Source: an optimization exercise on an open RTL-to-GDS flow (aim: small area and few clock cycles). Production flows keep margins and buffers that such runs may drop.
The RTL was checked by simulation tests, not by an equivalence proof against the original design.
No activity file was given, so power comes from the tool's default toggle rates.

## job 9724
==> flow/design.v (excerpt) <==
module icsp_stream (
    input  wire        clk,
    input  wire        rst,
    input  wire        op_valid,
    output wire        op_ready,
    input  wire [2:0]  op_code,
    input  wire [21:0] op_arg,
    output wire        o_valid,
    input  wire        o_ready,
    output reg  [7:0]  o_data,
    input  wire        s_valid,
    input  wire [7:0]  s_data,
    output wire        w_valid,
    output wire [15:0] w_data
);
    localparam [1:0] U_T = 2'd0, U_B = 2'd1, U_P = 2'd2, U_S = 2'd3;
    reg [2:0]  op;
    reg [21:0] arg;      
    reg [5:0]  u;
    reg        h;        
    reg [1:0]  p;        
    wire idle = !h && (p == 2'd3);
    assign op_ready = idle;
    assign o_valid  = !idle;
    wire sentinel = (op_code == 3'd3) && (op_arg[15:0] == 16'hFFFF);
    reg [5:0] u_start;
    always @* begin
        case (op_code)
            3'd0:    u_start = 6'd36;
            3'd6:    u_start = 6'd35;
            3'd7:    u_start = 6'd8;
            default: u_start = sentinel ? 6'd8 : 6'd31;
        endcase
    end
    reg [1:0] typ;
    reg [7:0] t0, p0, p1;    
    reg [7:0] cmdc;          
    reg       last_u;        
    reg        fmask;
    always @* begin
        case (op)
            3'd3:    fmask = (u[4:0] <= 5'd16);
            3'd4:    fmask = (u[4:0] <= 5'd8);
            3'd5:    fmask = (u[4:0] <= 5'd4);
            default: fmask = 1'b1;
        endcase
    end
    wire [31:0] A = {8'h00, 1'b0, arg, 1'b0};
  ...
Settings: LEC_CHECK=0, ABC_AREA=1, CAP_MARGIN=20, CORE_MARGIN=2, CORE_UTILIZATION=60, SLEW_MARGIN=20; clock period 6.0 ns.
standard.sh (not shown) runs the stock make flow with config.mk's settings and CLKGATE_MAP_FILE= SYNTH_SCRIPT=/design/flow/synth_recipe.tcl, a recipe that flattens the netlist after the stock synthesis.
==> flow/flow/run.sh <==
#!/bin/bash
# Own layout flow: the standard ORFS flow with changes that only affect
# how small the layout comes out:
#  - synthesis maps the logic with an area-oriented ABC script (flow/area.abc,
#    deepsyn then area-only mapping) instead of ORFS's abc_area.script;
#    registers are mapped before ABC, so they are the standard synthesis's;
#  - adders are left to ABC (no ORFS adder extraction);
#  - every port still gets a buffer, but a buf_1 instead of ORFS's default;
#  - CTS uses clkbuf_8 only, without dummy loads;
set -euo pipefail
W=$(pwd)
ABC_SCRIPT_FILE="$W/flow/area.abc"
# synthesis script: synth_recipe.tcl with ORFS's synth.tcl sourced through a
# copy whose only change is the ABC script
sed "s#log_cmd abc {\*}\$abc_args#log_cmd abc -script $ABC_SCRIPT_FILE {*}[lrange \$abc_args 2 end]#" \
    "$FLOW_HOME/scripts/synth.tcl" > "$W/flow/orfs_synth_area.tcl"
grep -q "log_cmd abc -script $ABC_SCRIPT_FILE" "$W/flow/orfs_synth_area.tcl"
sed "s#source \$::env(SCRIPTS_DIR)/synth.tcl#source $W/flow/orfs_synth_area.tcl#" \
    "$W/synth_recipe.tcl" > "$W/flow/synth_area.tcl"
grep -q "orfs_synth_area.tcl" "$W/flow/synth_area.tcl"
sed -e "s#SYNTH_SCRIPT=[^ ]*#SYNTH_SCRIPT=$W/flow/synth_area.tcl 'BUFFER_PORTS_ARGS=-buffer_cell sky130_fd_sc_hd__buf_1' ADDER_MAP_FILE= 'CTS_ARGS=-sink_clustering_enable -repair_clock_nets -dont_use_dummy_load -buf_list sky130_fd_sc_hd__clkbuf_8 -root_buf sky130_fd_sc_hd__clkbuf_8 -sink_clustering_size 60 -sink_clustering_max_diameter 400'#" \
    "$W/standard.sh" > "$W/flow/standard_area.sh"
grep -q "BUFFER_PORTS_ARGS" "$W/flow/standard_area.sh"
bash "$W/flow/standard_area.sh" > "$W/flow_make.log" 2>&1
test -f "$W/out/final.def"
==> flow/flow/area.abc <==
strash
&get -n
&deepsyn -I 1 -J 2000 -T 900
&put
dch -f
map -a
strash
dch -f
map -a
topo
Testbench counts of job 9724, summed over its fixed seeds: cycles 453,113.
Changes in job 949 relative to job 9724:
Settings: CORE_UTILIZATION now 40, was 60.
==> flow/flow/run.sh <==
#!/bin/bash
set -euo pipefail
W=$(pwd)
ABC_SCRIPT_FILE="$W/flow/area.abc"
# synthesis script: synth_recipe.tcl with ORFS's synth.tcl sourced through a
# copy whose only change is the ABC script
sed "s#log_cmd abc {\*}\$abc_args#log_cmd abc -script $ABC_SCRIPT_FILE {*}[lrange \$abc_args 2 end]#" \
    "$FLOW_HOME/scripts/synth.tcl" > "$W/flow/orfs_synth_area.tcl"
grep -q "log_cmd abc -script $ABC_SCRIPT_FILE" "$W/flow/orfs_synth_area.tcl"
sed "s#source \$::env(SCRIPTS_DIR)/synth.tcl#source $W/flow/orfs_synth_area.tcl#" \
    "$W/synth_recipe.tcl" > "$W/flow/synth_area.tcl"
grep -q "orfs_synth_area.tcl" "$W/flow/synth_area.tcl"
sed -e "s#SYNTH_SCRIPT=[^ ]*#SYNTH_SCRIPT=$W/flow/synth_area.tcl 'BUFFER_PORTS_ARGS=-buffer_cell sky130_fd_sc_hd__buf_1' ADDER_MAP_FILE=#" \
    "$W/standard.sh" > "$W/flow/standard_area.sh"
grep -q "BUFFER_PORTS_ARGS" "$W/flow/standard_area.sh"
bash "$W/flow/standard_area.sh" > "$W/flow_make.log" 2>&1
test -f "$W/out/final.def"
==> flow/flow/area.abc <==
strash
dch -f
map -a
strash
dch -f
map -a
topo
--- outcome ---
Job 949 completed; timing, DRC and antenna clean
Diff job 9724 -> job 949 | first-iteration DRC count | down by more than a quarter
In job 949 the non-clock inverter count in the final layout turned out 21% higher than in job 9724.
Taking job 9724 as the reference point, the worst setup skew after layout of job 949 falls by 0.0085 ns.
Run comparison: job 9724 commonest non-fill, non-tap cell in the layout buf_1; job 949 commonest non-fill, non-tap cell in the layout nor2_1
Diff job 9724 -> job 949 | sequential share of layout area | decrease of 4.5 points
Taking job 9724 as the reference point, the final net count of job 949 rises by about 12%.
Input-level comparison between job 6198 and job 949:
Settings: swapping 40 for 60 in CORE_UTILIZATION.
-- flow/flow/run.sh --
<<< job 949, line 1
#!/bin/bash
set -euo pipefail
>>> job 6198, line 1
#!/bin/bash
# Own layout flow: the standard ORFS flow with changes that only affect
# how small the layout comes out:
#  - synthesis maps the logic with an area-oriented ABC script (flow/area.abc,
#    deepsyn then amap area mapping) instead of ORFS's abc_area.script;
#    registers are mapped before ABC, so they are the standard synthesis's;
#  - adders are left to ABC (no ORFS adder extraction);
#  - every port still gets a buffer, but a buf_1 instead of ORFS's default;
#  - CTS uses clkbuf_8 only, without dummy loads;
set -euo pipefail
<<< job 949, line 12
grep -q "orfs_synth_area.tcl" "$W/flow/synth_area.tcl"
sed -e "s#SYNTH_SCRIPT=[^ ]*#SYNTH_SCRIPT=$W/flow/synth_area.tcl 'BUFFER_PORTS_ARGS=-buffer_cell sky130_fd_sc_hd__buf_1' ADDER_MAP_FILE=#" \
    "$W/standard.sh" > "$W/flow/standard_area.sh"
>>> job 6198, line 20
grep -q "orfs_synth_area.tcl" "$W/flow/synth_area.tcl"
sed -e "s#SYNTH_SCRIPT=[^ ]*#SYNTH_SCRIPT=$W/flow/synth_area.tcl 'BUFFER_PORTS_ARGS=-buffer_cell sky130_fd_sc_hd__buf_1' ADDER_MAP_FILE= 'CTS_ARGS=-sink_clustering_enable -repair_clock_nets -dont_use_dummy_load -buf_list sky130_fd_sc_hd__clkbuf_8 -root_buf sky130_fd_sc_hd__clkbuf_8 -sink_clustering_size 60 -sink_clustering_max_diameter 400'#" \
    "$W/standard.sh" > "$W/flow/standard_area.sh"
==> flow/flow/area.abc <==
strash
&get -n
&deepsyn -S 2 -I 1 -J 2000 -T 900
&put
dch -f
amap -m -F 4 -A 10
topo
==> comparison <==
The arrival time at the worst endpoint reported for job 6198 is greater than that of job 949 by 0.61 ns.
Job 6198 vs job 949, via count went down by 12%.
Portion of the layout cell area used by clock cells, job 949 and job 6198: higher on job 949
Re area of all placed cells without fillers: job 6198 is about 10% down on job 949.
Taking job 949 as the reference, in job 6198 combinational power decreased 7.3%, combinational power share essentially unchanged, final cell count decreased 24%, static leakage decreased 0.13 nW, post-route met1 wirelength decreased about 22%.
Job 6198: die width is 21% lower than what job 949 reported.
The half-perimeter wire length after placement in job 6198 is 0.892 times that in job 949.

==> what the ideal ports hide <==
In the flow no input, the clock included, has a driving cell. The finished layouts below were timed again as built, in two steps. Step 1 assumes that a clkbuf_16 drives the clock port and a buf_2 every other input. Step 2 also shifts input and output timing later by t, the mid clock arrival at the registers, as if the neighbouring blocks saw the same clock. Slacks: ideal / step 1 / step 2; pairs: ideal / step 1.
run | shift t [ns] | slack for setup (ns) | slew at the worst register clock pin (ns) | pins driven straight from the clock port
job 9724 | 0.320 | 1.594 / 1.567 / 1.886 | 0.09 / 0.09 | 1
job 949 | 0.329 | 1.660 / 1.632 / 1.961 | 0.09 / 0.09 | 1
job 6198 | 0.325 | 1.053 / 1.025 / 1.350 | 0.10 / 0.10 | 1
After both steps setup and hold are still met in every run listed.
